Source: an optimization exercise on an open RTL-to-GDS flow (aim: small area, a short achievable clock period and few clock cycles). Production flows keep margins and buffers that such runs may drop.
RTL that was checked went through simulation tests only; none was proved equivalent to the original.
No functional check of the RTL was part of run 5.
No activity file was given, so power comes from the tool's default toggle rates.

===== run.sh =====
#!/bin/bash
# synth_recipe.tcl (not shown) runs the flow's synth.tcl, then flattens the netlist and writes it again
# the make line also repeats each setting of config.mk as NAME=value (left out here)
make -C /OpenROAD-flow-scripts/flow DESIGN_CONFIG=/design/flow/config.mk WORK_HOME=/design/flow/orfs CLKGATE_MAP_FILE= SYNTH_SCRIPT=/design/flow/synth_recipe.tcl finish

===== config.mk =====
export PLATFORM = sky130hd
export DESIGN_NAME = ryo_b64xor
export DESIGN_NICKNAME = ryo_b64xor
export VERILOG_FILES = /design/flow/design.v
export SDC_FILE = /design/flow/constraint.sdc
export NUM_CORES = 4
export LEC_CHECK = 0
export CAP_MARGIN = 30
export CORE_MARGIN = 2
export CORE_UTILIZATION = 42
export SETUP_SLACK_MARGIN = 2.3
export SLEW_MARGIN = 30

===== constraint.sdc =====
create_clock -name core_clock -period 10.0 [get_ports {clk}]
set_input_delay 2.0000 -clock core_clock [delete_from_list [all_inputs] [get_ports {clk}]]
set_output_delay 2.0000 -clock core_clock [all_outputs]
set_load 0.01 [all_outputs]

===== design.v =====
module ryo_b64xor (
    input  wire        clk,
    input  wire        rst,         
    input  wire        clr_a,
    input  wire        clr_b,
    input  wire        push_a,
    input  wire        push_b,
    input  wire [7:0]  push_data,
    input  wire        cmd_we,
    input  wire [15:0] cmd_wdata,
    input  wire [6:0]  out_idx,
    output wire [7:0]  out_data,
    output wire [7:0]  status,
    output wire [15:0] cmd,
    output wire [6:0]  len_a,
    output wire [6:0]  len_b,
    output wire [6:0]  len_out,
    output wire [7:0]  res
);
    localparam NMAX = 64;
    localparam OP_HEXDEC  = 3'd1;
    localparam OP_B64ENC  = 3'd2;
    localparam OP_HEX2B64 = 3'd3;
    localparam OP_XORBUF  = 3'd4;
    localparam OP_XORKEY  = 3'd5;
    localparam OP_RECOVER = 3'd6;
    reg [7:0]  buf_a [0:NMAX-1];
    reg [7:0]  buf_b [0:NMAX-1];
    reg [7:0]  buf_o [0:NMAX-1];    
    reg [6:0]  len_a_q, len_b_q, len_out_q;
    reg [15:0] cmd_q;
    reg        busy, done, ovfa, ovfb;
    reg [2:0]  err;
    reg [7:0]  res_q;
    reg        o_b64;               
    reg [7:0]  o_key;               
    reg [6:0]  o_last;              
    reg [1:0]  o_tail;              
    reg        nonhex;              
    reg [6:0]  gcnt [0:7];          
    reg [4:0]  a_d3, h_d3;          
    reg [1:0]  a_m3, h_m3;          
    reg [2:0]  g_max;               
    reg [6:0]  g_maxc;              
    reg        r_iss;               
    reg [2:0]  r_cls;               
    reg [4:0]  r_kl;                
    reg [2:0]  r_first;             
    reg [3:0]  r_next;              
    reg        p_v;                 
    reg [6:0]  p_cnt0, p_cnt1;
    reg [7:0]  p_key;
    reg [6:0]  best_cnt;
    reg [7:0]  best_key;
    integer i;
    function is_hex(input [7:0] c);
        is_hex = (c[7:4] == 4'h3 && c[3:0] <= 4'h9) ||
                 ((c[7:4] == 4'h4 || c[7:4] == 4'h6) && c[3:0] >= 4'h1 && c[3:0] <= 4'h6);
    endfunction
    function [3:0] hexv(input [7:0] c);
        hexv = {c[6] | c[3], c[2] ^ (c[6] & c[1] & c[0]), c[1] ^ (c[6] & c[0]), c[0] ^ c[6]};
    endfunction
    function [7:0] b64c(input [5:0] v);
        case (v)
            6'd0: b64c = 8'h41; 6'd1: b64c = 8'h42; 6'd2: b64c = 8'h43; 6'd3: b64c = 8'h44;
            6'd4: b64c = 8'h45; 6'd5: b64c = 8'h46; 6'd6: b64c = 8'h47; 6'd7: b64c = 8'h48;
            6'd8: b64c = 8'h49; 6'd9: b64c = 8'h4A; 6'd10: b64c = 8'h4B; 6'd11: b64c = 8'h4C;
            6'd12: b64c = 8'h4D; 6'd13: b64c = 8'h4E; 6'd14: b64c = 8'h4F; 6'd15: b64c = 8'h50;
            6'd16: b64c = 8'h51; 6'd17: b64c = 8'h52; 6'd18: b64c = 8'h53; 6'd19: b64c = 8'h54;
            6'd20: b64c = 8'h55; 6'd21: b64c = 8'h56; 6'd22: b64c = 8'h57; 6'd23: b64c = 8'h58;
            6'd24: b64c = 8'h59; 6'd25: b64c = 8'h5A; 6'd26: b64c = 8'h61; 6'd27: b64c = 8'h62;
            6'd28: b64c = 8'h63; 6'd29: b64c = 8'h64; 6'd30: b64c = 8'h65; 6'd31: b64c = 8'h66;
            6'd32: b64c = 8'h67; 6'd33: b64c = 8'h68; 6'd34: b64c = 8'h69; 6'd35: b64c = 8'h6A;
            6'd36: b64c = 8'h6B; 6'd37: b64c = 8'h6C; 6'd38: b64c = 8'h6D; 6'd39: b64c = 8'h6E;
            6'd40: b64c = 8'h6F; 6'd41: b64c = 8'h70; 6'd42: b64c = 8'h71; 6'd43: b64c = 8'h72;
            6'd44: b64c = 8'h73; 6'd45: b64c = 8'h74; 6'd46: b64c = 8'h75; 6'd47: b64c = 8'h76;
            6'd48: b64c = 8'h77; 6'd49: b64c = 8'h78; 6'd50: b64c = 8'h79; 6'd51: b64c = 8'h7A;
            6'd52: b64c = 8'h30; 6'd53: b64c = 8'h31; 6'd54: b64c = 8'h32; 6'd55: b64c = 8'h33;
            6'd56: b64c = 8'h34; 6'd57: b64c = 8'h35; 6'd58: b64c = 8'h36; 6'd59: b64c = 8'h37;
            6'd60: b64c = 8'h38; 6'd61: b64c = 8'h39; 6'd62: b64c = 8'h2B; 6'd63: b64c = 8'h2F;
            default: b64c = 8'h2F;
        endcase
    endfunction
    function s5(input [4:0] y);
        case (y)
            5'h01, 5'h05, 5'h08, 5'h09, 5'h0E, 5'h0F, 5'h12, 5'h13, 5'h14: s5 = 1'b1;
            default: s5 = 1'b0;
        endcase
    endfunction
    wire [2:0] w_op   = cmd_wdata[2:0];
    wire       w_ill  = (cmd_wdata[7:3] != 5'd0) || (w_op == 3'd0) || (w_op == 3'd7) ||
                        (w_op != OP_XORKEY && cmd_wdata[15:8] != 8'd0);
    wire       w_hex  = (w_op == OP_HEXDEC) || (w_op == OP_HEX2B64);
    wire       w_xb   = (w_op == OP_XORBUF);
    wire [2:0] w_err  = w_ill                  ? 3'd4 :
                        (ovfa || (w_xb && ovfb)) ? 3'd5 :
                        (w_hex && len_a_q[0])  ? 3'd1 :
                        (w_hex && nonhex)      ? 3'd2 :
                        (w_xb && len_a_q != len_b_q) ? 3'd3 : 3'd0;
    wire [5:0] half_a = len_a_q[6:1];
    wire       w_h2b    = (w_op == OP_HEX2B64);
    wire [4:0] m_div3   = w_h2b ? h_d3 : a_d3;
    wire [1:0] m_mod3   = w_h2b ? h_m3 : a_m3;
    wire [6:0] a_b64len = {a_d3 + (a_m3 != 2'd0), 2'b00};
    wire [6:0] h_b64len = {h_d3 + (h_m3 != 2'd0), 2'b00};
    wire [6:0] b64_len  = w_h2b ? h_b64len : a_b64len;
    function [6:0] lastsx(input [4:0] g, input [1:0] r);
        lastsx = {g, 2'b00} + ((r == 2'd0) ? 7'h7F : (r == 2'd1) ? 7'd1 : 7'd2);
    endfunction
    wire [6:0] a_last   = lastsx(a_d3, a_m3);
    wire [6:0] h_last   = lastsx(h_d3, h_m3);
    wire [6:0] b64_last = w_h2b ? h_last : a_last;
    reg [6:0] w_len;
    always @* begin
        case (w_op)
            OP_HEXDEC:             w_len = {1'b0, half_a};
            OP_B64ENC, OP_HEX2B64: w_len = b64_len;
            OP_XORBUF, OP_XORKEY:  w_len = len_a_q;
            default:               w_len = 7'd0;
        endcase
    end
    wire host_ok = !rst && !busy;
    wire accept  = host_ok && cmd_we;
    wire rec_go  = (w_err == 3'd0) && (w_op == OP_RECOVER) && (len_a_q != 7'd0);
    wire a_wr = host_ok && push_a && len_a_q < NMAX;
    wire b_wr = host_ok && push_b && len_b_q < NMAX;
    always @(posedge clk) begin
        if (a_wr) buf_a[len_a_q[5:0]] <= push_data;
        if (b_wr) buf_b[len_b_q[5:0]] <= push_data;
    end
    always @(posedge clk) begin
        if (!busy && cmd_we) begin
            for (i = 0; i < NMAX; i = i + 1) begin
                if (w_hex && i < NMAX / 2)
                    buf_o[i] <= {hexv(buf_a[2*i]), hexv(buf_a[2*i+1])};
                else
                    buf_o[i] <= buf_a[i] ^ (buf_b[i] & {8{w_xb}});
            end
        end
    end
    reg [63:0] hit0, hit1;
    reg [4:0]  y;
    reg        cm;
    always @* begin
        for (i = 0; i < NMAX; i = i + 1) begin
            cm = (i < len_a_q) && (buf_a[i][7:5] == r_cls);
            y  = buf_a[i][4:0] ^ r_kl;
            hit0[i] = cm && s5(y);
            hit1[i] = cm && s5(y ^ 5'd1);
        end
    end
    wire [31:0] part0, part1;
    genvar gp;
    generate
        for (gp = 0; gp < 8; gp = gp + 1) begin : g_pop
            ryo_pop8 u_pop0 (.x(hit0[8*gp +: 8]), .y(part0[4*gp +: 4]));
            ryo_pop8 u_pop1 (.x(hit1[8*gp +: 8]), .y(part1[4*gp +: 4]));
        end
    endgenerate
    wire [6:0] score0, score1;
    ryo_sum8x4 u_sum0 (.x(part0), .y(score0));
    ryo_sum8x4 u_sum1 (.x(part1), .y(score1));
    wire       p_odd = (p_cnt1 > p_cnt0);
    wire [6:0] p_cnt = p_odd ? p_cnt1 : p_cnt0;
    wire [7:0] p_k   = {p_key[7:1], p_odd};
    wire p_win = p_v && (p_cnt > best_cnt || (p_cnt == best_cnt && p_k < best_key));
    reg       nx_ok;
    reg [2:0] nx_cls;
    reg [7:0] g_min_key;
    always @* begin
        nx_ok  = 1'b0;
        nx_cls = 3'd0;
        for (i = 7; i >= 0; i = i - 1) begin
            g_min_key = {i[2:0] ^ 3'b011, 5'd0};
            if (i >= r_next && i != r_first &&
                (gcnt[i] > best_cnt || (gcnt[i] == best_cnt && g_min_key < best_key))) begin
                nx_ok  = 1'b1;
                nx_cls = i;
            end
        end
    end
    reg [7:0] g_eq;
    always @* begin
        for (i = 0; i < 8; i = i + 1) g_eq[i] = (gcnt[i] == g_maxc);
    end
    always @(posedge clk) begin
        if (rst) begin
            len_a_q   <= 7'd0;
            len_b_q   <= 7'd0;
            len_out_q <= 7'd0;
            cmd_q     <= 16'd0;
            busy      <= 1'b0;
            done      <= 1'b0;
            err       <= 3'd0;
            ovfa      <= 1'b0;
            ovfb      <= 1'b0;
            res_q     <= 8'd0;
            nonhex    <= 1'b0;
            g_max     <= 3'd0;
            g_maxc    <= 7'd0;
            a_d3      <= 5'd0;
            a_m3      <= 2'd0;
            h_d3      <= 5'd0;
            h_m3      <= 2'd0;
            for (i = 0; i < 8; i = i + 1) gcnt[i] <= 7'd0;
        end else if (!busy) begin
            if (clr_a) begin
                len_a_q <= 7'd0;
                ovfa    <= 1'b0;
                nonhex  <= 1'b0;
                g_max   <= 3'd0;
                g_maxc  <= 7'd0;
                a_d3    <= 5'd0;
                a_m3    <= 2'd0;
                h_d3    <= 5'd0;
                h_m3    <= 2'd0;
                for (i = 0; i < 8; i = i + 1) gcnt[i] <= 7'd0;
            end
            if (clr_b) begin
                len_b_q <= 7'd0;
                ovfb    <= 1'b0;
            end
            if (push_a) begin
                if (len_a_q < NMAX) begin
                    len_a_q <= len_a_q + 7'd1;
                    a_m3    <= (a_m3 == 2'd2) ? 2'd0 : a_m3 + 2'd1;
                    if (a_m3 == 2'd2) a_d3 <= a_d3 + 5'd1;
                    if (len_a_q[0]) begin
                        h_m3 <= (h_m3 == 2'd2) ? 2'd0 : h_m3 + 2'd1;
                        if (h_m3 == 2'd2) h_d3 <= h_d3 + 5'd1;
                    end
                    if (!is_hex(push_data)) nonhex <= 1'b1;
                    gcnt[push_data[7:5]] <= gcnt[push_data[7:5]] + 7'd1;
                    if (g_eq[push_data[7:5]]) begin
                        g_max  <= push_data[7:5];
                        g_maxc <= g_maxc + 7'd1;
                    end
                end else begin
                    ovfa <= 1'b1;
                end
            end
            if (push_b) begin
                if (len_b_q < NMAX) len_b_q <= len_b_q + 7'd1;
                else                ovfb    <= 1'b1;
            end
            if (cmd_we) begin
                cmd_q  <= cmd_wdata;
                o_b64  <= (w_op == OP_B64ENC) || (w_op == OP_HEX2B64);
                o_key  <= cmd_wdata[15:8];
                o_last <= b64_last;
                o_tail <= m_mod3;
                err    <= w_err;
                res_q  <= 8'd0;
                if (rec_go) begin
                    busy      <= 1'b1;
                    done      <= 1'b0;
                    len_out_q <= 7'd0;
                end else begin
                    done      <= 1'b1;
                    len_out_q <= (w_err == 3'd0) ? w_len : 7'd0;
                end
            end
        end else begin
            if (!r_iss) begin
                busy  <= 1'b0;
                done  <= 1'b1;
                res_q <= p_win ? p_k : best_key;
            end
        end
    end
    always @(posedge clk) begin
        p_cnt0   <= score0;
        p_cnt1   <= score1;
        p_key    <= {r_cls ^ 3'b011, r_kl};
    end
    always @(posedge clk) begin
        if (!busy) begin
            r_iss    <= 1'b1;
            r_cls    <= g_max;
            r_first  <= g_max;
            r_kl     <= 5'd0;
            r_next   <= 4'd0;
            p_v      <= 1'b0;
            best_cnt <= 7'd0;
            best_key <= 8'd0;
        end else begin
            p_v    <= r_iss;
            if (p_win) begin
                best_cnt <= p_cnt;
                best_key <= p_k;
            end
            r_kl <= r_kl + 5'd2;
            if (r_kl == 5'd30) begin
                if (nx_ok) begin
                    r_cls  <= nx_cls;
                    r_next <= {1'b0, nx_cls} + 4'd1;
                end else begin
                    r_iss  <= 1'b0;
                end
            end
        end
    end
    reg [527:0] strm;
    always @* begin
        strm = 528'd0;
        for (i = 0; i < NMAX; i = i + 1)
            strm[527 - 8*i -: 8] = buf_o[i];
    end
    wire [23:0] grp_w [0:31];
    genvar q;
    generate
        for (q = 0; q < 32; q = q + 1) begin : g_gr
            if (q < 22) begin : g_in
                assign grp_w[q] = strm[527 - 24*q -: 24];
            end else begin : g_out
                assign grp_w[q] = 24'd0;
            end
        end
    endgenerate
    wire [23:0] grp = grp_w[out_idx[6:2]];
    reg  [5:0]  sx;
    always @* begin
        case (out_idx[1:0])
            2'd0: sx = grp[23:18];
            2'd1: sx = grp[17:12];
            2'd2: sx = grp[11:6];
            default: sx = grp[5:0];
        endcase
    end
    wire       last = (out_idx == o_last);
    wire [5:0] sxm  = {sx[5:4],
                       sx[3:2] & {2{!(last && o_tail == 2'd1)}},
                       sx[1:0] & {2{!(last && o_tail != 2'd0)}}};
    wire       pad  = (out_idx > o_last);
    assign out_data = o_b64 ? (pad ? 8'h3D : b64c(sxm)) : (buf_o[out_idx[5:0]] ^ o_key);
    assign status   = {1'b0, ovfb, ovfa, err, done, busy};
    assign cmd      = cmd_q;
    assign len_a    = len_a_q;
    assign len_b    = len_b_q;
    assign len_out  = len_out_q;
    assign res      = res_q;
endmodule
module ryo_pop8 (
    input  wire [7:0] x,
    output wire [3:0] y
);
    wire t1, t2, t3, t4, t5, t6, t7, t8;
    assign t1 = x[0] ^ x[1] ^ x[2];
    assign t2 = (x[0] & x[1]) | (x[0] & x[2]) | (x[1] & x[2]);
    assign t3 = x[3] ^ x[4] ^ x[5];
    assign t4 = (x[3] & x[4]) | (x[3] & x[5]) | (x[4] & x[5]);
    assign t5 = x[6] ^ x[7] ^ t1;
    assign t6 = (x[6] & x[7]) | (x[6] & t1) | (x[7] & t1);
    assign t7 = t2 ^ t4 ^ t6;
    assign t8 = (t2 & t4) | (t2 & t6) | (t4 & t6);
    wire [3:0] r0 = {1'b0, t8, t7, t3};
    wire [3:0] r1 = {1'b0, 1'b0, 1'b0, t5};
    assign y = r0 + r1;
endmodule
module ryo_sum8x4 (
    input  wire [31:0] x,
    output wire [6:0] y
);
    wire t1, t2, t3, t4, t5, t6, t7, t8, t9, t10, t11, t12, t13, t14, t15, t16, t17, t18, t19, t20, t21, t22, t23, t24, t25, t26, t27, t28, t29, t30, t31, t32, t33, t34, t35, t36, t37, t38, t39, t40, t41, t42, t43, t44;
    assign t1 = x[0] ^ x[4] ^ x[8];
    assign t2 = (x[0] & x[4]) | (x[0] & x[8]) | (x[4] & x[8]);
    assign t3 = x[12] ^ x[16] ^ x[20];
    assign t4 = (x[12] & x[16]) | (x[12] & x[20]) | (x[16] & x[20]);
    assign t5 = x[24] ^ x[28] ^ t1;
    assign t6 = (x[24] & x[28]) | (x[24] & t1) | (x[28] & t1);
    assign t7 = x[1] ^ x[5] ^ x[9];
    assign t8 = (x[1] & x[5]) | (x[1] & x[9]) | (x[5] & x[9]);
    assign t9 = x[13] ^ x[17] ^ x[21];
    assign t10 = (x[13] & x[17]) | (x[13] & x[21]) | (x[17] & x[21]);
    assign t11 = x[25] ^ x[29] ^ t2;
    assign t12 = (x[25] & x[29]) | (x[25] & t2) | (x[29] & t2);
    assign t13 = t4 ^ t6 ^ t7;
    assign t14 = (t4 & t6) | (t4 & t7) | (t6 & t7);
    assign t15 = t9 ^ t11 ^ t13;
    assign t16 = (t9 & t11) | (t9 & t13) | (t11 & t13);
    assign t17 = x[2] ^ x[6] ^ x[10];
    assign t18 = (x[2] & x[6]) | (x[2] & x[10]) | (x[6] & x[10]);
    assign t19 = x[14] ^ x[18] ^ x[22];
    assign t20 = (x[14] & x[18]) | (x[14] & x[22]) | (x[18] & x[22]);
    assign t21 = x[26] ^ x[30] ^ t8;
    assign t22 = (x[26] & x[30]) | (x[26] & t8) | (x[30] & t8);
    assign t23 = t10 ^ t12 ^ t14;
    assign t24 = (t10 & t12) | (t10 & t14) | (t12 & t14);
    assign t25 = t16 ^ t17 ^ t19;
    assign t26 = (t16 & t17) | (t16 & t19) | (t17 & t19);
    assign t27 = t21 ^ t23 ^ t25;
    assign t28 = (t21 & t23) | (t21 & t25) | (t23 & t25);
    assign t29 = x[3] ^ x[7] ^ x[11];
    assign t30 = (x[3] & x[7]) | (x[3] & x[11]) | (x[7] & x[11]);
    assign t31 = x[15] ^ x[19] ^ x[23];
    assign t32 = (x[15] & x[19]) | (x[15] & x[23]) | (x[19] & x[23]);
    assign t33 = x[27] ^ x[31] ^ t18;
    assign t34 = (x[27] & x[31]) | (x[27] & t18) | (x[31] & t18);
    assign t35 = t20 ^ t22 ^ t24;
    assign t36 = (t20 & t22) | (t20 & t24) | (t22 & t24);
    assign t37 = t26 ^ t28 ^ t29;
    assign t38 = (t26 & t28) | (t26 & t29) | (t28 & t29);
    assign t39 = t31 ^ t33 ^ t35;
    assign t40 = (t31 & t33) | (t31 & t35) | (t33 & t35);
    assign t41 = t30 ^ t32 ^ t34;
    assign t42 = (t30 & t32) | (t30 & t34) | (t32 & t34);
    assign t43 = t36 ^ t38 ^ t40;
    assign t44 = (t36 & t38) | (t36 & t40) | (t38 & t40);
    wire [6:0] r0 = {1'b0, t42, t41, t37, t27, t15, t3};
    wire [6:0] r1 = {1'b0, t44, t43, t39, 1'b0, 1'b0, t5};
    assign y = r0 + r1;
endmodule

==> impl_metrics.py, run 1 <==
metrics = {
    "yosys": {
        "synth_common_cells": "edfxtp_1, nand2_1, xnor2_1",
        "synth-seq-cells": 1739,
        "synth_top_area_share_pct": 53.4,
        "avgSynthCellArea_um2": 11.5,
        "synth-seq-area-share_pct": 56.1,
        "yosysWarnings": 2,
        "ys.flop_type": "edfxtp_1",
        "synth_nets": 8296,
        "synth_edf_count": 1616,
        "yosys.cell_count.top_type": "edfxtp_1",
        "synth_area_leaders": "edfxtp_1, xnor2_1, xor2_1",
        "synth.largest_area_cell": "edfxtp_1",
        "synth.cell_area_mm2": 0.0908,
        "synthCells": 7931,
        "ys_types": 95,
        "async_flop_share_pct": 0,
    },
    "floorplan": {
        "fp.dieH_um": 469,
        "die_area_mm2": 0.220,
        "coreArea_mm2": 0.215,
        "start_util_pct": 42.3,
        "ioPinCount": 99,
        "dieWidth_um": 469,
        "rows": 170,
    },
    "final_layout": {
        "postLayoutCellArea_mm2": 0.108,
        "nNetsFinal": 8792,
        "syn2layout_area_growth_pct": 18.6,
        "postLayoutCoreUtil_pct": 50.1,
        "final_cells": 11500,
        "drive_above_1_share_pct": 14.4,
    },
    "critical_path": {
        "cp_max_fo": 7,
        "cp_slowest_stage_delay_ns": 0.50,
        "crit_path_frequent_cell": "buf_4",
        "crit_slowest_cell": "clkdlybuf4s50_1",
        "cp.required_ns": 8.00,
        "crit_chain": "clkdlybuf4s50_1 > buf_12 > nand2b_4 > buf_6 > nor3_2 > buf_4 > a22oi_1 > nand4_1 > buf_4 > nor4_1 > nand3_1 > buf_4 > o21ai_0 > buf_4 > xnor2_1 > o22a_1 > dlygate4sd2_1",
        "cp.arrival_ns": 5.76,
        "worstSetupPathType": "in -> out",
        "end_kind": "output port",
        "start_kind": "primary input",
    },
    "clock_network": {
        "postCtsHoldBufs": 0,
        "cts.path.max_buffers": 3,
        "cts-root-buf": "clkbuf_16",
        "clk_pin_slew_ns": 0.07,
        "clock-sinks": 1739,
        "h-tree-depth": 4,
        "cts_tree": "built",
        "clock_latency_ns": 0.92,
        "cts_made_buffers": 182,
    },
    "place": {
        "dp.cells": 11000,
        "dpl_cell_area_mm2": 0.0984,
        "dpl.hpwl_mm": 426,
        "place.gp.congestion": 1.16,
        "dp_slack_ns": 0.645,
        "numPortBuffers": 97,
    },
    "grt": {
        "grt_max_degree": 168,
        "grt_pass1_vias": 68900,
        "grt_first_pass_wirelength_mm": 688,
        "track_usage_pct": 48.5,
        "antenna_found_initial": 117,
        "overflow": 0,
    },
    "power": {
        "leakage_nw": 37.4,
        "peakVddDrop_mv": 0.191,
        "power_mw": 16.8,
        "powerDensity_mw_per_mm2": 156,
    },
    "drt": {
        "vias_per_cell": 6.66,
        "drt-pass1-iter-count": 9,
        "wl_per_cell_um": 47.3,
        "first_iter_violations": 13800,
        "drt_wl_total_mm": 544,
        "ant_nets": 0,
        "drcViolationCount": 0,
        "via_count": 76600,
    },
    "sta": {
        "final.setup.worst_slack_ns": 2.24,
        "maxSlewViolCount": 0,
        "finClkSkew_ns": 0.0786,
        "finalCritPeriodShare_pct": 77.6,
        "finalSetupViolCount": 0,
        "min_period_ns": 7.76,
        "setup_tns_ns": 0,
        "tightest_slew_ns": 1.15,
        "relSlewSlack_pct": 23.3,
        "whs_ns": 0.424,
        "finalHoldViolCount": 0,
        "max_freq_mhz": 129,
        "rsz0062_at_grt": "yes",
    },
    "flow_run": {
        "cap_violations": 0,
    },
    "min_path": {
        "hold_class": "reg -> reg",
    },
    "run_status": {
        "status": "complete, no violations",
    },
}
[area by class of cell]
| type | instances | area, um2 |
|---|---|---|
| Antenna cell | 85 | 213 |
| Clock buffer | 219 | 4770 |
| Timing Repair Buffer | 721 | 6990 |
| Sequential cell | 1739 | 51000 |
| Clock inverter | 122 | 1490 |
| Tap cell | 2838 | 3550 |
| Fill cell | 18400 | 107000 |
| Inverter | 251 | 951 |
| Multi-Input combinational cell | 5532 | 38700 |
[final timing paths]
path	start	end	slack [ns]	depth (start not counted)
worst min-delay path	r_kl[2]	p_key[2]	0.42	0
worst max-delay path	out_idx[1]	out_data[5]	2.24	17
worst min register to register	r_kl[2]	p_key[2]	0.42	0
worst max register to register	len_a_q[6]	p_cnt1[6]	2.39	31
[power by group]
group,leakage (nW),switching [mW],internal (mW)
clock network,3.04,3.16,4.04
logic,18.2,0.849,0.380
registers,16.1,0.317,8.06
total,37.4,4.32,12.5
[routing by layer]
layer | global-route usage (%) | vias to the layer above | share of wire [%]
met1 | 63.1 | 38400 | 38
met5 | 0.498 | - | 0.11
li1 | - | 29800 | -
met4 | 35.6 | 52 | 9.1
met2 | 65.7 | 6677 | 40
met3 | 17.7 | 1643 | 13
[cell families after synthesis]
logic type | count (synthesis) | share of synthesized area [%]
XOR/XNOR | 1272 | 12.3
other | 1 | 0.00413
multiplexers | 52 | 0.703
flip-flops | 1739 | 56.1
AO/OA/AOI/OAI | 1464 | 10.3
buffers and inverters | 660 | 2.88
AND/OR/NAND/NOR | 2415 | 12.3
adder cells (fa/ha/maj) | 328 | 5.43
[worst max-delay path: cells and delay by family]
kind,cells,cell delay (ns)
buffers and inverters,8,2.13
and+or+nand+nor,5,0.90
AOI/OAI and AO/OA,3,0.53
xor gates and xnor gates,1,0.12
[cell usage in the layout, fill, tap and decap left out, types with 31 or more instances in the layout]
cell	synthesis	routed
nor4_1	57	41
clkdlybuf4s50_1	0	74
a22oi_1	405	390
buf_12	0	79
o22ai_1	35	34
a21oi_1	350	344
fa_1	110	93
xnor2_1	669	660
clkbuf_16	0	184
xor2_1	603	593
nand2b_1	67	59
nand4_1	160	160
a21o_1	41	40
inv_1	248	245
diode_2	0	85
dfxtp_1	123	113
and3_1	58	56
ha_1	217	212
clkinv_2	0	38
nand2_1	995	982
clkinv_1	1	31
nand3_1	202	194
o21ai_0	377	357
o21a_1	41	41
edfxtp_1	1616	1616
nor3_1	240	205
buf_6	4	42
nor2_1	457	432
buf_4	15	499
a31oi_1	34	33
[state kept, by name, indices dropped and copies added (netlist names), 8 cells and up]
name,cells
o_key,8
buf_b,512
best_key,8
buf_o,512
cmd_q,16
res_q,8
buf_a,512
gcnt,56
[repair_timing]
item                       CTS  global route
resized for setup          259           123
setup buffers               86            41
cloned                       3             1
pin swaps                   35            32
setup endpoints to repair   16            14
Testbench counts, summed over its fixed seeds: cycles 16,620.
==> inputs of run 2 (changes only) <==
--- a/design.v
+++ b/design.v
@@ -33,6 +33,4 @@
     reg [2:0]  err;
     reg [7:0]  res_q;
-    reg        o_b64;               
-    reg [7:0]  o_key;               
     reg [6:0]  o_last;              
     reg [1:0]  o_tail;              
@@ -246,6 +244,4 @@
             if (cmd_we) begin
                 cmd_q  <= cmd_wdata;
-                o_b64  <= (w_op == OP_B64ENC) || (w_op == OP_HEX2B64);
-                o_key  <= cmd_wdata[15:8];
                 o_last <= b64_last;
                 o_tail <= m_mod3;
@@ -333,5 +329,6 @@
                        sx[1:0] & {2{!(last && o_tail != 2'd0)}}};
     wire       pad  = (out_idx > o_last);
-    assign out_data = o_b64 ? (pad ? 8'h3D : b64c(sxm)) : (buf_o[out_idx[5:0]] ^ o_key);
+    wire o_b64 = (cmd_q[2:1] == 2'b01);
+    assign out_data = o_b64 ? (pad ? 8'h3D : b64c(sxm)) : (buf_o[out_idx[5:0]] ^ cmd_q[15:8]);
     assign status   = {1'b0, ovfb, ovfa, err, done, busy};
     assign cmd      = cmd_q;
--- a/config.mk
+++ b/config.mk
@@ -9,4 +9,7 @@
 export CORE_MARGIN = 2
 export CORE_UTILIZATION = 42
+export CTS_BUF_LIST = sky130_fd_sc_hd__clkbuf_8 sky130_fd_sc_hd__clkbuf_16
+export CTS_CLUSTER_DIAMETER = 60
+export CTS_CLUSTER_SIZE = 30
 export SETUP_SLACK_MARGIN = 2.3
 export SLEW_MARGIN = 30
==> run 2 against run 1 <==
  * Count of clock-buffer cells in the layout is 78 lower
  * Via count is 1.1% lower
  * Combinational power hardly changed
  * Design area is 2.3% lower
  * Critical endpoint is now out_data[3]
==> impl_metrics.py, run 2 <==
metrics = {
    "place": {
        "dpl_cell_area_mm2": 0.0970,
        "dp.cells": 10800,
        "dp_slack_ns": 0.656,
        "dpl.hpwl_mm": 431,
        "place.gp.congestion": 1.26,
        "numPortBuffers": 97,
    },
    "floorplan": {
        "fp.dieH_um": 469,
        "die_area_mm2": 0.220,
        "start_util_pct": 42.2,
        "ioPinCount": 99,
        "dieWidth_um": 469,
        "coreArea_mm2": 0.215,
        "rows": 170,
    },
    "grt": {
        "overflow": 0,
        "grt_max_degree": 155,
        "grt_first_pass_wirelength_mm": 698,
        "grt_pass1_vias": 67600,
        "antenna_found_initial": 137,
        "track_usage_pct": 49.6,
    },
    "critical_path": {
        "cp-startpoint": "out_idx[5]",
        "worstSetupPathType": "in -> out",
        "crit_chain": "buf_4 > bufbuf_16 > or4b_2 > nor2_2 > buf_4 > a22oi_1 > nand4_1 > nor4_2 > a31oi_1 > xor2_1 > nor2_1 > a311oi_2 > clkdlybuf4s15_2",
        "crit_path_frequent_cell": "buf_4",
        "cp_slowest_stage_delay_ns": 0.80,
        "cpLargestDelayFamily": "simple AND/OR/NAND/NOR gates",
        "cp.required_ns": 8.00,
        "r2r_start": "len_a_q[5]",
        "end_kind": "output port",
        "crit_slowest_cell": "or4b_2",
        "path_buf_inv": 4,
        "cp_max_fo": 9,
        "reg2reg_slack_ns": 2.29,
        "start_kind": "primary input",
        "cp.arrival_ns": 5.89,
    },
    "clock_network": {
        "cts-root-buf": "clkbuf_16",
        "postCtsHoldBufs": 0,
        "cts_made_buffers": 134,
        "clk_pin_slew_ns": 0.07,
        "clock_latency_ns": 0.86,
        "clock-sinks": 1730,
        "cts_tree": "built",
        "cts.path.max_buffers": 3,
        "h-tree-depth": 4,
    },
    "power": {
        "leakage_nw": 36.4,
        "power_mw": 15.7,
        "powerDensity_mw_per_mm2": 149,
        "peakVddDrop_mv": 0.185,
    },
    "yosys": {
        "synth-seq-area-share_pct": 56.0,
        "synth_common_cells": "edfxtp_1, nand2_1, xnor2_1",
        "ys_types": 94,
        "ys.flop_type": "edfxtp_1",
        "synth.largest_area_cell": "edfxtp_1",
        "synth_top_area_share_pct": 53.2,
        "synth_area_leaders": "edfxtp_1, xnor2_1, xor2_1",
        "synth-seq-cells": 1730,
        "synth.cell_area_mm2": 0.0906,
        "synth_edf_count": 1607,
        "yosys.cell_count.top_type": "edfxtp_1",
        "avgSynthCellArea_um2": 11.4,
        "async_flop_share_pct": 0,
        "synthCells": 7930,
        "synth_nets": 8295,
        "yosysWarnings": 2,
    },
    "final_layout": {
        "postLayoutCellArea_mm2": 0.105,
        "final_cells": 11300,
        "postLayoutCoreUtil_pct": 49.0,
        "nNetsFinal": 8600,
        "layout.cells.most_common": "edfxtp_1",
        "syn2layout_area_growth_pct": 16.1,
        "final_cell_mix": "edfxtp_1, nand2_1, xnor2_1",
        "drive_above_1_share_pct": 13.2,
    },
    "sta": {
        "max_freq_mhz": 127,
        "finalCritPeriodShare_pct": 78.9,
        "relSlewSlack_pct": 20.9,
        "finalSetupViolCount": 0,
        "finalHoldViolCount": 0,
        "maxSlewViolCount": 0,
        "setup_tns_ns": 0,
        "min_period_ns": 7.89,
        "finClkSkew_ns": 0.0590,
        "rsz0062_at_grt": "yes",
        "tightest_slew_ns": 1.19,
        "final.setup.worst_slack_ns": 2.11,
        "whs_ns": 0.452,
    },
    "drt": {
        "drt-pass1-iter-count": 9,
        "wl_per_cell_um": 49.2,
        "vias_per_cell": 6.72,
        "ant_nets": 0,
        "drt_wl_total_mm": 555,
        "first_iter_violations": 12900,
        "via_count": 75800,
        "drcViolationCount": 0,
    },
    "flow_run": {
        "cap_violations": 0,
    },
    "min_path": {
        "hold_start": "len_out_q[5]",
        "hold_class": "reg -> reg",
    },
    "run_status": {
        "status": "complete, no violations",
    },
}
==> run 2: cell count changes after synthesis, moves of 9 or more <==
cell and delta:
nand4_1 -24, and2_1 +18, clkbuf_1 +14, a221oi_1 +29, a21oi_1 -31, edfxtp_1 -9
nor2_1 +34, nor2b_1 +9, o21ai_0 +10, nand3_1 +26, and3_1 +45, a22o_1 +19
nor3_1 -68, a22oi_1 -64
==> run 2: cell families (layout without fill, tap and decap cells) <==
kind of cell | count (synthesis) | count (layout) | synth area share (%)
mux | 45 | 45 | 0.574
simple gates | 2460 | 2461 | 12.6
compound gates | 1436 | 1436 | 10.3
buf+inv | 657 | 1070 | 2.83
other cells | 1 | 90 | 0.00414
xor+xnor | 1273 | 1273 | 12.3
flops | 1730 | 1730 | 56.0
fa+ha+maj | 328 | 328 | 5.44
==> run 2: layer usage <==
layer | up-vias | track usage (%) | part of all wire (%)
met5 | - | 0 | 0.10
met4 | 66 | 38.7 | 9.4
met2 | 6672 | 66.7 | 40
met1 | 38100 | 62.9 | 37
li1 | 29400 | - | -
met3 | 1498 | 20.1 | 14
==> run 2: power breakdown <==
group | leakage, nW | switching [mW] | internal, mW | total (mW)
Combinational | 18.0 | 0.874 | 0.359 | 1.23
Sequential | 16.0 | 0.439 | 8.04 | 8.47
Clock | 2.36 | 3.06 | 2.93 | 6.00
==> run 2: cell type report <==
cell class	instances	area (um2)
Tap cell	2838	3550
Fill cell	18900	109000
Multi-Input combinational cell	5544	39200
Timing Repair Buffer	579	5700
Sequential cell	1730	50800
Inverter	246	933
Clock buffer	141	3510
Clock inverter	104	1330
Antenna cell	89	223
==> run 2: worst min-delay path: cells and delay by family (launching register included) <==
| family | cells | cell delay (ns) |
|---|---|---|
| DFF | 1 | 0.31 |
| AOI/OAI and AO/OA | 1 | 0.05 |
| and+or+nand+nor | 1 | 0.05 |
==> run 2: repair_timing <==
| action | in CTS | in global routing |
|---|---|---|
| gates cloned | 7 | 4 |
| pin swaps | 44 | 60 |
| buffers inserted | 84 | 34 |
| gates resized for setup | 273 | 144 |
| endpoints found under the setup margin | 16 | 13 |
==> run 2: final timing paths <==
| path | cells after the start | end |
|---|---|---|
| setup reg to reg | 27 | p_cnt1[6] |
| hold reg to reg | 2 | len_out_q[5] |
| setup / recovery | 13 | out_data[3] |
| hold / removal | 2 | len_out_q[5] |
Testbench counts of run 2, summed over its fixed seeds: cycles 16,620.
==> inputs of run 3 (changes only) <==
--- a/config.mk
+++ b/config.mk
@@ -9,7 +9,4 @@
 export CORE_MARGIN = 2
 export CORE_UTILIZATION = 42
-export CTS_BUF_LIST = sky130_fd_sc_hd__clkbuf_8 sky130_fd_sc_hd__clkbuf_16
-export CTS_CLUSTER_DIAMETER = 60
-export CTS_CLUSTER_SIZE = 30
 export SETUP_SLACK_MARGIN = 2.3
 export SLEW_MARGIN = 30
==> run 3 against run 2 <==
  * Critical path depth fell by 1
  * Sequential cell count unchanged
  * Count of clock-buffer cells in the layout grew 97
  * Clock skew increased by 0.034 ns
  * Die area unchanged
  * Final cell count increased by 0.70%
  * Sequential power about the same
  * Maximum frequency shrank 0.31%
  * Critical path type unchanged
  * Critical endpoint unchanged
==> impl_metrics.py, run 3 <==
metrics = {
    "final_layout": {
        "final_cell_mix": "edfxtp_1, nand2_1, xnor2_1",
        "syn2layout_area_growth_pct": 17.6,
        "layout.cells.most_common": "edfxtp_1",
        "nNetsFinal": 8656,
        "drive_above_1_share_pct": 13.7,
        "final_cells": 11400,
    },
    "place": {
        "dpl.hpwl_mm": 431,
        "numPortBuffers": 97,
        "dp.cells": 10800,
        "place.gp.congestion": 1.26,
    },
    "drt": {
        "drcViolationCount": 0,
        "wl_per_cell_um": 48.9,
        "first_iter_violations": 12600,
        "drt-pass1-iter-count": 10,
        "wl_met3_mm": 78.0,
        "drt_wl_total_mm": 555,
        "ant_nets": 0,
        "vias_per_cell": 6.68,
        "routed-wl-met2_mm": 219,
        "wl_met1_mm": 205,
        "routed.top_layer": "met5",
        "via_count": 75800,
    },
    "sta": {
        "relSlewSlack_pct": 17.7,
        "maxSlewViolCount": 0,
        "min_period_ns": 7.91,
        "finalSetupViolCount": 0,
        "max_freq_mhz": 126,
        "setup_tns_ns": 0,
        "rsz0062_at_grt": "yes",
        "tightest_slew_ns": 1.23,
        "finClkSkew_ns": 0.0933,
        "finalHoldViolCount": 0,
        "finalCritPeriodShare_pct": 79.1,
    },
    "critical_path": {
        "cp.required_ns": 8.00,
        "end_kind": "output port",
        "path_buf_inv": 3,
        "worstSetupPathType": "in -> out",
        "reg2reg_slack_ns": 2.17,
        "crit_slowest_cell": "a22oi_2",
        "cp_max_fo": 29,
        "crit_chain": "buf_8 > nand2_1 > nor3_2 > buf_4 > a22oi_2 > nand4_1 > nor4_1 > a31oi_1 > xor2_1 > nor2_1 > a311oi_2 > clkdlybuf4s15_2",
        "start_kind": "primary input",
        "r2r_end": "p_cnt1[6]",
        "cp.arrival_ns": 5.91,
        "r2r_start": "len_a_q[6]",
        "rr_worst_depth": 27,
        "cp_slowest_stage_delay_ns": 0.64,
        "cpLargestDelayFamily": "simple AND/OR/NAND/NOR gates",
    },
    "floorplan": {
        "fp.dieH_um": 469,
        "dieWidth_um": 469,
        "rows": 170,
        "coreArea_mm2": 0.215,
        "ioPinCount": 99,
        "die_area_mm2": 0.220,
        "start_util_pct": 42.2,
    },
    "grt": {
        "grt_first_pass_wirelength_mm": 701,
        "overflow": 0,
        "antenna_found_initial": 124,
        "grt_max_degree": 155,
        "track_usage_pct": 49.7,
        "grt_pass1_vias": 68200,
    },
    "power": {
        "powerDensity_mw_per_mm2": 159,
        "leakage_nw": 37.1,
        "peakVddDrop_mv": 0.240,
    },
    "yosys": {
        "yosysWarnings": 2,
        "ys.flop_type": "edfxtp_1",
        "synth_top_area_share_pct": 53.2,
        "synth-seq-cells": 1730,
        "synth-seq-area-share_pct": 56.0,
        "async_flop_share_pct": 0,
        "synth.cell_area_mm2": 0.0906,
        "synth_edf_count": 1607,
        "synth_common_cells": "edfxtp_1, nand2_1, xnor2_1",
        "synth.largest_area_cell": "edfxtp_1",
        "yosys.cell_count.top_type": "edfxtp_1",
        "synthCells": 7930,
        "ys_types": 94,
        "synth_nets": 8295,
        "synth_area_leaders": "edfxtp_1, xnor2_1, xor2_1",
        "avgSynthCellArea_um2": 11.4,
    },
    "min_path": {
        "hold_start": "len_out_q[5]",
        "hold_class": "reg -> reg",
        "hold_end": "len_out_q[5]",
        "hold_path_depth": 2,
    },
    "clock_network": {
        "cts.path.max_buffers": 3,
        "postCtsHoldBufs": 0,
        "h-tree-depth": 4,
        "clk_pin_slew_ns": 0.06,
        "cts_tree": "built",
        "cts-root-buf": "clkbuf_16",
        "clock-sinks": 1730,
        "clock_latency_ns": 0.93,
        "cts_made_buffers": 185,
    },
    "flow_run": {
        "cap_violations": 0,
    },
    "run_status": {
        "status": "complete, no violations",
    },
}
## run 3: where the power goes
part | internal, mW | switching, mW | total (mW) | leakage (nW)
Combinational | 0.359 | 0.870 | 1.23 | 18.0
Sequential | 8.05 | 0.436 | 8.48 | 16.0
Clock | 4.14 | 3.11 | 7.25 | 3.07
Total | 12.6 | 4.41 | 17.0 | 37.1
## run 3: worst reg2reg max path, cell delays in order, from the launching register on
cell and delay (ns):
dfxtp_2 0.47, buf_6 0.42, a21o_2 0.57, buf_4 0.44, o21ai_0 0.21, a21oi_1 0.38
fa_1 0.53, ha_4 0.31, clkinvlp_4 0.24, fa_2 0.61, fa_2 0.40, inv_1 0.07
fa_1 0.41, inv_1 0.08, fa_2 0.20, inv_2 0.04, fa_1 0.53, inv_1 0.05
fa_2 0.33, inv_2 0.07, fa_2 0.20, inv_2 0.04, fa_1 0.50, inv_2 0.06
ha_4 0.25, nor2b_1 0.13, o21ai_1 0.14, nand2b_1 0.09
## run 3: through the flow
stage                     cell area, um2  hold slack [ns]  setup slack (ns)  total power, mW  utilization (%)
final                             107000            0.451              2.09             17.0             49.7
after global routing              106000            0.443              2.25             17.2             49.6
after CTS                         105000            0.453              2.24             16.8             49.1
after detailed placement           97000            0.442             0.656             9.68             45.2
after global placement             96800            0.441             0.279             9.68             45.1
after floorplan                    90600            0.329              2.33             8.76                -
## run 3: repair_timing
action,CTS,global route
endpoints found under the setup margin,16,13
cloned,7,1
pin swaps,44,51
resized for setup,276,138
buffers inserted,86,40
endpoints found under the hold margin,0,0
## run 3: area by class of cell
class,count,area [um2]
Clock buffer,238,4990
Tap cell,2838,3550
Clock inverter,104,1330
Fill cell,18800,108000
Antenna cell,66,165
Timing Repair Buffer,584,5690
Sequential cell,1730,50700
Inverter,246,935
Multi-Input combinational cell,5544,39200
## run 3: kinds of logic after synthesis
group / after synthesis / synth area share [%]
and+or+nand+nor: 2460 / 12.6
DFF: 1730 / 56.0
AOI/OAI and AO/OA: 1436 / 10.3
xor gates and xnor gates: 1273 / 12.3
buffers and inverters: 657 / 2.83
adders and majority gates: 328 / 5.44
muxes: 45 / 0.574
other: 1 / 0.00414
## run 3: how the worst max path moves through the flow
| stage | depth (start not counted) | slack [ns] | from | to |
|---|---|---|---|---|
| finish | 12 | 2.09 | out_idx[2] | out_data[3] |
| global route | 31 | 2.25 | r_kl[1] | p_cnt1[6] |
| CTS | 24 | 2.24 | len_a_q[5] | p_cnt0[6] |
| detailed placement | 14 | 0.66 | out_idx[0] | out_data[6] |
| global placement | 13 | 0.28 | out_idx[0] | out_data[6] |
| floorplan | 26 | 2.33 | r_kl[1] | p_cnt0[6] |
## run 3: layer usage
layer,up-vias,track usage (%)
met1,38200,62.9
met3,1471,20.1
li1,29500,-
met4,52,39.6
met5,-,0.325
met2,6547,66.6
==> inputs of run 4 (changes only) <==
--- a/design.v
+++ b/design.v
@@ -33,4 +33,6 @@
     reg [2:0]  err;
     reg [7:0]  res_q;
+    reg        o_b64;               
+    reg [7:0]  o_key;               
     reg [6:0]  o_last;              
     reg [1:0]  o_tail;              
@@ -244,4 +246,6 @@
             if (cmd_we) begin
                 cmd_q  <= cmd_wdata;
+                o_b64  <= (w_op == OP_B64ENC) || (w_op == OP_HEX2B64);
+                o_key  <= cmd_wdata[15:8];
                 o_last <= b64_last;
                 o_tail <= m_mod3;
@@ -325,10 +329,12 @@
     end
     wire       last = (out_idx == o_last);
-    wire [5:0] sxm  = {sx[5:4],
-                       sx[3:2] & {2{!(last && o_tail == 2'd1)}},
-                       sx[1:0] & {2{!(last && o_tail != 2'd0)}}};
     wire       pad  = (out_idx > o_last);
-    wire o_b64 = (cmd_q[2:1] == 2'b01);
-    assign out_data = o_b64 ? (pad ? 8'h3D : b64c(sxm)) : (buf_o[out_idx[5:0]] ^ cmd_q[15:8]);
+    wire [7:0] ch_full = b64c(sx);
+    wire [7:0] ch_t1   = b64c({sx[5:4], 4'd0});
+    wire [7:0] ch_t2   = b64c({sx[5:2], 2'd0});
+    wire [7:0] ch      = !last            ? ch_full :
+                         (o_tail == 2'd1) ? ch_t1   :
+                         (o_tail == 2'd2) ? ch_t2   : ch_full;
+    assign out_data = o_b64 ? (pad ? 8'h3D : ch) : (buf_o[out_idx[5:0]] ^ o_key);
     assign status   = {1'b0, ovfb, ovfa, err, done, busy};
     assign cmd      = cmd_q;
--- a/config.mk
+++ b/config.mk
@@ -9,4 +9,4 @@
 export CORE_MARGIN = 2
 export CORE_UTILIZATION = 42
-export SETUP_SLACK_MARGIN = 2.3
+export SETUP_SLACK_MARGIN = 2.2
 export SLEW_MARGIN = 30
==> run 4 against run 3 <==
  * Still clean on timing, DRC and antenna
  * Synthesized area up 0.89%
  * Final cell count grew 1.3%
  * Non-clock buffer count increased by 65
  * Worst hold slack about the same
  * Sequential power down 1%
  * First-iteration DRC count up 5.5%
  * Clock power is 1% lower
  * Sequential share of layout area shrank 0.25 points
  * Sequential cell count up 9
  * Critical path depth is 5 higher
  * Critical path type unchanged
==> impl_metrics.py, run 4 <==
metrics = {
    "drt": {
        "drt-pass1-iter-count": 7,
        "drt_wl_total_mm": 548,
        "first_iter_violations": 13300,
        "ant_nets": 0,
        "via_count": 76800,
        "vias_per_cell": 6.68,
        "drcViolationCount": 0,
        "wl_per_cell_um": 47.6,
    },
    "yosys": {
        "synth.largest_area_cell": "edfxtp_1",
        "yosysWarnings": 2,
        "async_flop_share_pct": 0,
        "ys_types": 97,
        "ys.flop_type": "edfxtp_1",
        "synth.cell_area_mm2": 0.0914,
        "synth_edf_count": 1616,
        "synth_area_leaders": "edfxtp_1, xnor2_1, xor2_1",
        "synthCells": 7982,
        "synth_nets": 8348,
        "synth_common_cells": "edfxtp_1, nand2_1, xnor2_1",
        "avgSynthCellArea_um2": 11.5,
        "synth-seq-area-share_pct": 55.8,
        "synth_top_area_share_pct": 53.1,
        "yosys.cell_count.top_type": "edfxtp_1",
        "synth-seq-cells": 1739,
    },
    "critical_path": {
        "rr_worst_depth": 26,
        "path_buf_inv": 8,
        "r2r_end": "p_cnt1[6]",
        "end_kind": "output port",
        "crit_path_frequent_cell": "buf_4",
        "cp.required_ns": 8.00,
        "cp.arrival_ns": 5.91,
        "crit_slowest_cell": "a22oi_1",
        "cpLargestDelayFamily": "buffers and inverters",
        "r2r_start": "len_a_q[2]",
        "start_kind": "primary input",
        "crit_chain": "clkdlybuf4s15_2 > buf_6 > nand2b_1 > buf_8 > nor3_1 > buf_4 > buf_4 > a22oi_1 > nand4_1 > nor4_2 > buf_4 > nand2_1 > o21ai_2 > xor2_1 > buf_4 > nor2_1 > clkdlybuf4s50_1",
        "reg2reg_slack_ns": 2.26,
        "cp_slowest_stage_delay_ns": 0.62,
        "cp_max_fo": 16,
        "worstSetupPathType": "in -> out",
    },
    "flow_run": {
        "cap_violations": 0,
    },
    "floorplan": {
        "dieWidth_um": 471,
        "rows": 171,
        "coreArea_mm2": 0.217,
        "ioPinCount": 99,
        "die_area_mm2": 0.221,
        "fp.dieH_um": 471,
        "start_util_pct": 42.2,
    },
    "final_layout": {
        "final_cell_mix": "edfxtp_1, nand2_1, xnor2_1",
        "syn2layout_area_growth_pct": 17.8,
        "nNetsFinal": 8777,
        "drive_above_1_share_pct": 14.2,
        "postLayoutCellArea_mm2": 0.108,
        "fillers": 18900,
        "multi_input_area_mm2": 0.0395,
        "layout.cells.most_common": "edfxtp_1",
        "final-seq-area_mm2": 0.0510,
    },
    "sta": {
        "min_period_ns": 7.91,
        "max_freq_mhz": 126,
        "finalHoldViolCount": 0,
        "finClkSkew_ns": 0.0863,
        "finalSetupViolCount": 0,
        "whs_ns": 0.451,
        "rsz0062_at_grt": "yes",
        "tightest_slew_ns": 1.15,
        "setup_tns_ns": 0,
        "finalCritPeriodShare_pct": 79.1,
        "relSlewSlack_pct": 23.3,
        "maxSlewViolCount": 0,
    },
    "place": {
        "dpl_cell_area_mm2": 0.0981,
        "dpl.hpwl_mm": 426,
        "place.gp.congestion": 1.19,
        "numPortBuffers": 97,
    },
    "grt": {
        "grt_max_degree": 151,
        "track_usage_pct": 48.3,
        "antenna_found_initial": 115,
        "grt_first_pass_wirelength_mm": 697,
        "grt_pass1_vias": 69600,
        "overflow": 0,
    },
    "clock_network": {
        "cts.path.max_buffers": 3,
        "clk_pin_slew_ns": 0.06,
        "cts_made_buffers": 184,
        "h-tree-depth": 4,
        "cts-root-buf": "clkbuf_16",
        "cts_tree": "built",
        "clock-sinks": 1739,
        "clock_latency_ns": 0.90,
        "postCtsHoldBufs": 0,
    },
    "min_path": {
        "hold_end": "len_out_q[4]",
        "hold_class": "reg -> reg",
        "hold_start": "len_out_q[4]",
        "hold_path_depth": 2,
    },
    "power": {
        "powerDensity_mw_per_mm2": 156,
        "peakVddDrop_mv": 0.173,
        "power_mw": 16.8,
        "leakage_nw": 37.2,
    },
    "run_status": {
        "status": "complete, no violations",
    },
}
-- run 4: cell types whose count changed after synthesis, moves of 14 or more --
| cell | change |
|---|---|
| a31oi_1 | +24 |
| and2_1 | -17 |
| and3_1 | -39 |
| clkbuf_1 | -14 |
| nand2_1 | +31 |
| nand2b_1 | +25 |
| nand3_1 | -19 |
| nand4_1 | +23 |
| nor2_1 | -52 |
| nor3_1 | +39 |
| o21a_1 | +17 |
| o21ai_0 | -22 |
-- run 4: cells by family (layout without fill, tap and decap cells) --
family          count (synthesis)  count (layout)  synth area share, %
mux                            57              57                0.772
fa+ha+maj                     328             328                 5.39
xor+xnor                     1274            1274                 12.2
buf+inv                       650            1233                 2.85
compound gates               1484            1484                 10.6
flops                        1739            1739                 55.8
simple gates                 2449            2452                 12.4
other cells                     1              81              0.00410
-- run 4: layer usage --
| layer | routed length [um] | global-route usage [%] | vias up | part of all wire, % |
|---|---|---|---|---|
| li1 | - | - | 30000 | - |
| met1 | 203000 | 62.2 | 38600 | 37 |
| met2 | 221000 | 66.9 | 6672 | 40 |
| met3 | 68200 | 14.9 | 1576 | 12 |
| met4 | 54800 | 38.7 | 30 | 10 |
| met5 | 260 | 0 | - | 0.047 |
-- run 4: area by class of cell --
type / instances / share of cell area, %
clock inverters: 115 / 1.28
diodes: 80 / 0.186
flip-flops and latches: 1739 / 47.4
inverters: 241 / 0.855
well taps: 2854 / 3.32
repair buffers: 649 / 5.73
multi-input cells: 5596 / 36.7
clock buffers: 228 / 4.56
-- run 4: timing repair --
| action | CTS | global route |
|---|---|---|
| resized for setup | 242 | 160 |
| endpoints found under the setup margin | 16 | 14 |
| pin swaps | 44 | 47 |
| buffers inserted | 92 | 44 |
| cloned | 4 | 4 |
-- run 4: power by group --
group	internal (mW)	switching, mW	total, mW	leakage [nW]
Combinational	0.390	0.910	1.30	18.1
Sequential	8.06	0.307	8.36	16.1
Clock	4.02	3.16	7.18	3.00
-- run 4: how the worst max path moves through the flow --
| stage | cells past startpoint | from | endpoint |
|---|---|---|---|
| after floorplan | 27 | r_kl[1] | p_cnt0[6] |
| after global placement | 16 | out_idx[2] | out_data[2] |
| after detailed placement | 18 | out_idx[2] | out_data[2] |
| after CTS | 23 | len_a_q[1] | p_cnt0[6] |
| after global routing | 32 | r_kl[2] | p_cnt1[6] |
| final | 17 | out_idx[0] | out_data[7] |
-- run 4: per-stage QoR --
stage                     utilization, %  cells  setup WS [ns]
after floorplan                        -   7982           2.31
after global placement              45.2  10900          0.320
after detailed placement            45.3  10900          0.600
after CTS                           49.0  11400           2.14
after global routing                49.6  11400           2.11
final                               49.7  11500           2.09
-- run 4: worst reg2reg max path, delay by kind of cell, from the launching register on --
kind / cells / cell delay (ns)
compound gates: 3 / 1.06
fa+ha+maj: 11 / 4.79
buf+inv: 7 / 0.53
flops: 1 / 0.40
simple gates: 5 / 0.86
Testbench counts of run 4, summed over its fixed seeds: cycles 16,620.
==> inputs of run 5 (changes only) <==
--- a/design.v
+++ b/design.v
@@ -48,6 +48,9 @@
     reg [2:0]  r_first;             
     reg [3:0]  r_next;              
+    reg        s1_v;                
+    reg [31:0] s1_part;
+    reg [7:0]  s1_key;
     reg        p_v;                 
-    reg [6:0]  p_cnt0, p_cnt1;
+    reg [6:0]  p_cnt;
     reg [7:0]  p_key;
     reg [6:0]  best_cnt;
@@ -139,30 +142,20 @@
         end
     end
-    reg [63:0] hit0, hit1;
-    reg [4:0]  y;
-    reg        cm;
+    reg [63:0] hit;
     always @* begin
-        for (i = 0; i < NMAX; i = i + 1) begin
-            cm = (i < len_a_q) && (buf_a[i][7:5] == r_cls);
-            y  = buf_a[i][4:0] ^ r_kl;
-            hit0[i] = cm && s5(y);
-            hit1[i] = cm && s5(y ^ 5'd1);
-        end
+        for (i = 0; i < NMAX; i = i + 1)
+            hit[i] = (i < len_a_q) && (buf_a[i][7:5] == r_cls) &&
+                     s5(buf_a[i][4:0] ^ r_kl);
     end
-    wire [31:0] part0, part1;
+    wire [31:0] part;
     genvar gp;
     generate
         for (gp = 0; gp < 8; gp = gp + 1) begin : g_pop
-            ryo_pop8 u_pop0 (.x(hit0[8*gp +: 8]), .y(part0[4*gp +: 4]));
-            ryo_pop8 u_pop1 (.x(hit1[8*gp +: 8]), .y(part1[4*gp +: 4]));
+            ryo_pop8 u_pop (.x(hit[8*gp +: 8]), .y(part[4*gp +: 4]));
         end
     endgenerate
-    wire [6:0] score0, score1;
-    ryo_sum8x4 u_sum0 (.x(part0), .y(score0));
-    ryo_sum8x4 u_sum1 (.x(part1), .y(score1));
-    wire       p_odd = (p_cnt1 > p_cnt0);
-    wire [6:0] p_cnt = p_odd ? p_cnt1 : p_cnt0;
-    wire [7:0] p_k   = {p_key[7:1], p_odd};
-    wire p_win = p_v && (p_cnt > best_cnt || (p_cnt == best_cnt && p_k < best_key));
+    wire [6:0] score;
+    ryo_sum8x4 u_sum (.x(s1_part), .y(score));
+    wire p_win = p_v && (p_cnt > best_cnt || (p_cnt == best_cnt && p_key < best_key));
     reg       nx_ok;
     reg [2:0] nx_cls;
@@ -262,15 +255,16 @@
             end
         end else begin
-            if (!r_iss) begin
+            if (!r_iss && !s1_v) begin
                 busy  <= 1'b0;
                 done  <= 1'b1;
-                res_q <= p_win ? p_k : best_key;
+                res_q <= p_win ? p_key : best_key;
             end
         end
     end
     always @(posedge clk) begin
-        p_cnt0   <= score0;
-        p_cnt1   <= score1;
-        p_key    <= {r_cls ^ 3'b011, r_kl};
+        s1_part <= part;
+        s1_key  <= {r_cls ^ 3'b011, r_kl};
+        p_cnt   <= score;
+        p_key   <= s1_key;
     end
     always @(posedge clk) begin
@@ -281,15 +275,17 @@
             r_kl     <= 5'd0;
             r_next   <= 4'd0;
+            s1_v     <= 1'b0;
             p_v      <= 1'b0;
             best_cnt <= 7'd0;
             best_key <= 8'd0;
         end else begin
-            p_v    <= r_iss;
+            s1_v   <= r_iss;
+            p_v    <= s1_v;
             if (p_win) begin
                 best_cnt <= p_cnt;
-                best_key <= p_k;
+                best_key <= p_key;
             end
-            r_kl <= r_kl + 5'd2;
-            if (r_kl == 5'd30) begin
+            r_kl <= r_kl + 5'd1;
+            if (r_kl == 5'd31) begin
                 if (nx_ok) begin
                     r_cls  <= nx_cls;
@@ -307,34 +303,22 @@
             strm[527 - 8*i -: 8] = buf_o[i];
     end
-    wire [23:0] grp_w [0:31];
+    wire [5:0] sext_w [0:127];
     genvar q;
     generate
-        for (q = 0; q < 32; q = q + 1) begin : g_gr
-            if (q < 22) begin : g_in
-                assign grp_w[q] = strm[527 - 24*q -: 24];
+        for (q = 0; q < 128; q = q + 1) begin : g_sx
+            if (q < 88) begin : g_in
+                assign sext_w[q] = strm[527 - 6*q -: 6];
             end else begin : g_out
-                assign grp_w[q] = 24'd0;
+                assign sext_w[q] = 6'd0;
             end
         end
     endgenerate
-    wire [23:0] grp = grp_w[out_idx[6:2]];
-    reg  [5:0]  sx;
-    always @* begin
-        case (out_idx[1:0])
-            2'd0: sx = grp[23:18];
-            2'd1: sx = grp[17:12];
-            2'd2: sx = grp[11:6];
-            default: sx = grp[5:0];
-        endcase
-    end
+    wire [5:0] sx   = sext_w[out_idx];
     wire       last = (out_idx == o_last);
+    wire [5:0] sxm  = {sx[5:4],
+                       sx[3:2] & {2{!(last && o_tail == 2'd1)}},
+                       sx[1:0] & {2{!(last && o_tail != 2'd0)}}};
     wire       pad  = (out_idx > o_last);
-    wire [7:0] ch_full = b64c(sx);
-    wire [7:0] ch_t1   = b64c({sx[5:4], 4'd0});
-    wire [7:0] ch_t2   = b64c({sx[5:2], 2'd0});
-    wire [7:0] ch      = !last            ? ch_full :
-                         (o_tail == 2'd1) ? ch_t1   :
-                         (o_tail == 2'd2) ? ch_t2   : ch_full;
-    assign out_data = o_b64 ? (pad ? 8'h3D : ch) : (buf_o[out_idx[5:0]] ^ o_key);
+    assign out_data = o_b64 ? (pad ? 8'h3D : b64c(sxm)) : (buf_o[out_idx[5:0]] ^ o_key);
     assign status   = {1'b0, ovfb, ovfa, err, done, busy};
     assign cmd      = cmd_q;
--- a/config.mk
+++ b/config.mk
@@ -6,7 +6,7 @@
 export NUM_CORES = 4
 export LEC_CHECK = 0
-export CAP_MARGIN = 30
+export CAP_MARGIN = 20
 export CORE_MARGIN = 2
-export CORE_UTILIZATION = 42
-export SETUP_SLACK_MARGIN = 2.2
-export SLEW_MARGIN = 30
+export CORE_UTILIZATION = 40
+export SETUP_SLACK_MARGIN = 3.0
+export SLEW_MARGIN = 20
==> run 5 against run 4 <==
  * Now fails the layout checks on capacitance limit, slew limit
  * Maximum frequency rose by 0.90%
  * Sequential cell count is 36 higher
  * Final cell count down 1.6%
  * Core utilization shrank 2.5 points
  * Total power increased by 2.1%
  * Non-clock buffer count decreased by 44
  * Clock skew rose by 0.022 ns
  * Sequential share of layout area is 1.3 points higher
  * Clock power grew 3%
  * Combinational power rose by 3%
  * Largest cell class unchanged
  * Largest power group unchanged
==> impl_metrics.py, run 5 <==
metrics = {
    "run_status": {
        "status": "finished with violations",
        "so_faults": "capacitance limit, slew limit",
    },
    "critical_path": {
        "end_kind": "output port",
        "worstSetupPathType": "in -> out",
        "crit_slowest_cell": "nor4_4",
        "cp.required_ns": 8.00,
        "endpoint": "out_data[3]",
        "r2r_end": "s1_part[22]",
        "crit_chain": "buf_16 > buf_6 > nor4_4 > and3_1 > nor4_2 > nand4_1 > o311a_4 > buf_6 > a221oi_4 > buf_6 > buf_4 > buf_6 > or4_4 > or3_4 > nand3_2 > a31oi_1 > buf_2",
        "start_kind": "primary input",
        "rr_worst_depth": 11,
        "crit_path_frequent_cell": "buf_6",
        "cp-startpoint": "out_idx[3]",
        "cp.arrival_ns": 5.84,
        "reg2reg_slack_ns": 3.88,
        "cp_max_fo": 10,
        "cp_slowest_stage_delay_ns": 0.70,
        "r2r_start": "len_a_q[6]",
    },
    "power": {
        "peakVddDrop_mv": 0.164,
        "power_mw": 17.2,
        "leakage_nw": 36.7,
        "powerDensity_mw_per_mm2": 162,
    },
    "yosys": {
        "ys.flop_type": "edfxtp_1",
        "synth_nets": 8015,
        "yosysWarnings": 2,
        "synth.largest_area_cell": "edfxtp_1",
        "synth_area_leaders": "edfxtp_1, xor2_1, xnor2_1",
        "avgSynthCellArea_um2": 11.7,
        "async_flop_share_pct": 0,
        "synthCells": 7732,
        "synth.cell_area_mm2": 0.0906,
        "synth-seq-area-share_pct": 57.0,
        "synth_common_cells": "edfxtp_1, nand2_1, xor2_1",
        "ys_types": 116,
        "yosys.cell_count.top_type": "edfxtp_1",
        "synth_top_area_share_pct": 53.5,
        "synth_edf_count": 1616,
        "synth-seq-cells": 1775,
    },
    "final_layout": {
        "drive_above_1_share_pct": 13.9,
        "fillers": 20300,
        "layout.cells.most_common": "edfxtp_1",
        "nNetsFinal": 8362,
        "final_cell_mix": "edfxtp_1, nand2_1, xor2_1",
        "syn2layout_area_growth_pct": 17.2,
    },
    "sta": {
        "finClkSkew_ns": 0.108,
        "setup_tns_ns": 0,
        "whs_ns": 0.327,
        "finalHoldViolCount": 0,
        "finalCritPeriodShare_pct": 78.4,
        "relSlewSlack_pct": -0.528,
        "maxSlewViolCount": 2,
        "finalSetupViolCount": 0,
        "max_freq_mhz": 128,
        "min_period_ns": 7.84,
        "rsz0062_at_grt": "yes",
        "tightest_slew_ns": 1.50,
    },
    "place": {
        "dpl.hpwl_mm": 408,
        "place.gp.congestion": 1.14,
        "numPortBuffers": 97,
    },
    "drt": {
        "wl_met3_mm": 59.7,
        "ant_nets": 0,
        "wl_per_cell_um": 46.4,
        "first_iter_violations": 11700,
        "drcViolationCount": 0,
        "wl_met1_mm": 207,
        "drt-pass1-iter-count": 9,
        "drt_wl_total_mm": 525,
        "routed-wl-met2_mm": 217,
        "via_count": 71900,
        "routed.top_layer": "met5",
        "vias_per_cell": 6.36,
    },
    "floorplan": {
        "die_area_mm2": 0.230,
        "ioPinCount": 99,
        "start_util_pct": 40.3,
        "fp.dieH_um": 480,
        "rows": 174,
        "coreArea_mm2": 0.225,
        "dieWidth_um": 480,
    },
    "grt": {
        "grt_pass1_vias": 66100,
        "antenna_found_initial": 126,
        "grt_max_degree": 148,
        "track_usage_pct": 44.6,
        "grt_first_pass_wirelength_mm": 668,
        "overflow": 0,
    },
    "clock_network": {
        "cts.path.max_buffers": 3,
        "cts_tree": "built",
        "cts_made_buffers": 189,
        "cts-root-buf": "clkbuf_16",
        "clk_pin_slew_ns": 0.07,
        "clock_latency_ns": 0.92,
        "postCtsHoldBufs": 0,
        "clock-sinks": 1775,
        "h-tree-depth": 4,
    },
    "flow_run": {
        "cap_violations": 1,
    },
    "min_path": {
        "hold_path_depth": 0,
        "hold_class": "reg -> reg",
    },
}
run 5: worst min-delay path by stage:
| stage | slack, ns | endpoint | start |
|---|---|---|---|
| 4_1_cts | 0.33 | p_key[7] | s1_key[7] |
| 5_1_grt | 0.33 | p_key[7] | s1_key[7] |
| 3_3_place_gp | 0.31 | p_key[6] | s1_key[6] |
| 3_5_place_dp | 0.32 | p_key[0] | s1_key[0] |
| 2_1_floorplan | 0.31 | p_key[0] | s1_key[0] |
| 6_report | 0.33 | p_key[7] | s1_key[7] |
run 5: per-stage QoR:
stage	instance area, um2	utilization (%)	setup slack [ns]	std cells
after detailed placement	97200	43.2	0.954	10800
after global routing	106000	47.1	2.17	11300
after floorplan	90700	-	3.00	7732
final	106000	47.2	2.16	11300
after global placement	97100	43.1	0.826	10800
after CTS	105000	46.6	2.16	11200
run 5: power breakdown:
group	switching [mW]	internal [mW]	total [mW]
registers	0.288	8.20	8.49
logic	0.910	0.427	1.34
clock network	3.22	4.15	7.37
run 5: final cells by class:
cell class                      instances  area, um2  area share (%)
Antenna cell                           73        183           0.172
Clock buffer                          239       5050            4.76
Clock inverter                        121       1450            1.37
Inverter                              134        514           0.484
Multi-Input combinational cell       5374      37800            35.6
Sequential cell                      1775      51700            48.7
Tap cell                             2992       3740            3.52
Timing Repair Buffer                  605       5730            5.39
run 5: kinds of logic after synthesis:
family | share of synthesized area (%)
mux | 1.15
other cells | 0.00414
flops | 57.0
simple gates | 12.5
xor+xnor | 13.1
fa+ha+maj | 3.85
buf+inv | 2.73
compound gates | 9.64
run 5: critical path, delay by kind of cell:
family          cells  cell delay [ns]
simple gates        7             2.36
buf+inv             7             1.02
compound gates      3             0.41
run 5: timing repair:
item | 4_1_cts | 5_1_grt
setup buffers | 45 | 49
pin swaps | 38 | 66
setup endpoints to repair | 8 | 8
cloned | 3 | 5
gates resized for setup | 205 | 153
run 5: per-layer routing:
layer / track usage [%] / vias up
met1: 58.8 / 36700
met3: 14.4 / 1185
met2: 62.8 / 5100
met5: 0 / -
met4: 28.9 / 52
li1: - / 28900

-- afterwards: timing with drivers on the ports --
How much do the figures lean on ideal ports? The routed layouts below were timed once more, with nothing changed but the port constraints. Step 1, drivers: a clkbuf_16 drives clk and a buf_2 each remaining input, both assumed. Step 2 also shifts input and output timing later by t, the mid clock arrival at the registers, as if the neighbouring blocks saw the same clock. Slacks: ideal / step 1 / step 2; pairs: ideal / step 1.
run	shift t [ns]	slack for setup (ns)	clock arrival spread, ns
run 1	0.989	2.239 / 2.212 / 2.212	0.091 / 0.091
run 2	0.940	2.112 / 2.082 / 2.082	0.061 / 0.061
run 3	0.965	2.087 / 1.936 / 1.936	0.094 / 0.095
run 4	0.970	2.094 / 2.065 / 2.065	0.094 / 0.094
run 5	0.963	2.164 / 1.957 / 1.957	0.113 / 0.114
For run 5, which loses most, drivers alone change the setup slack by -0.207 ns; drivers and shift together by -0.207 ns.
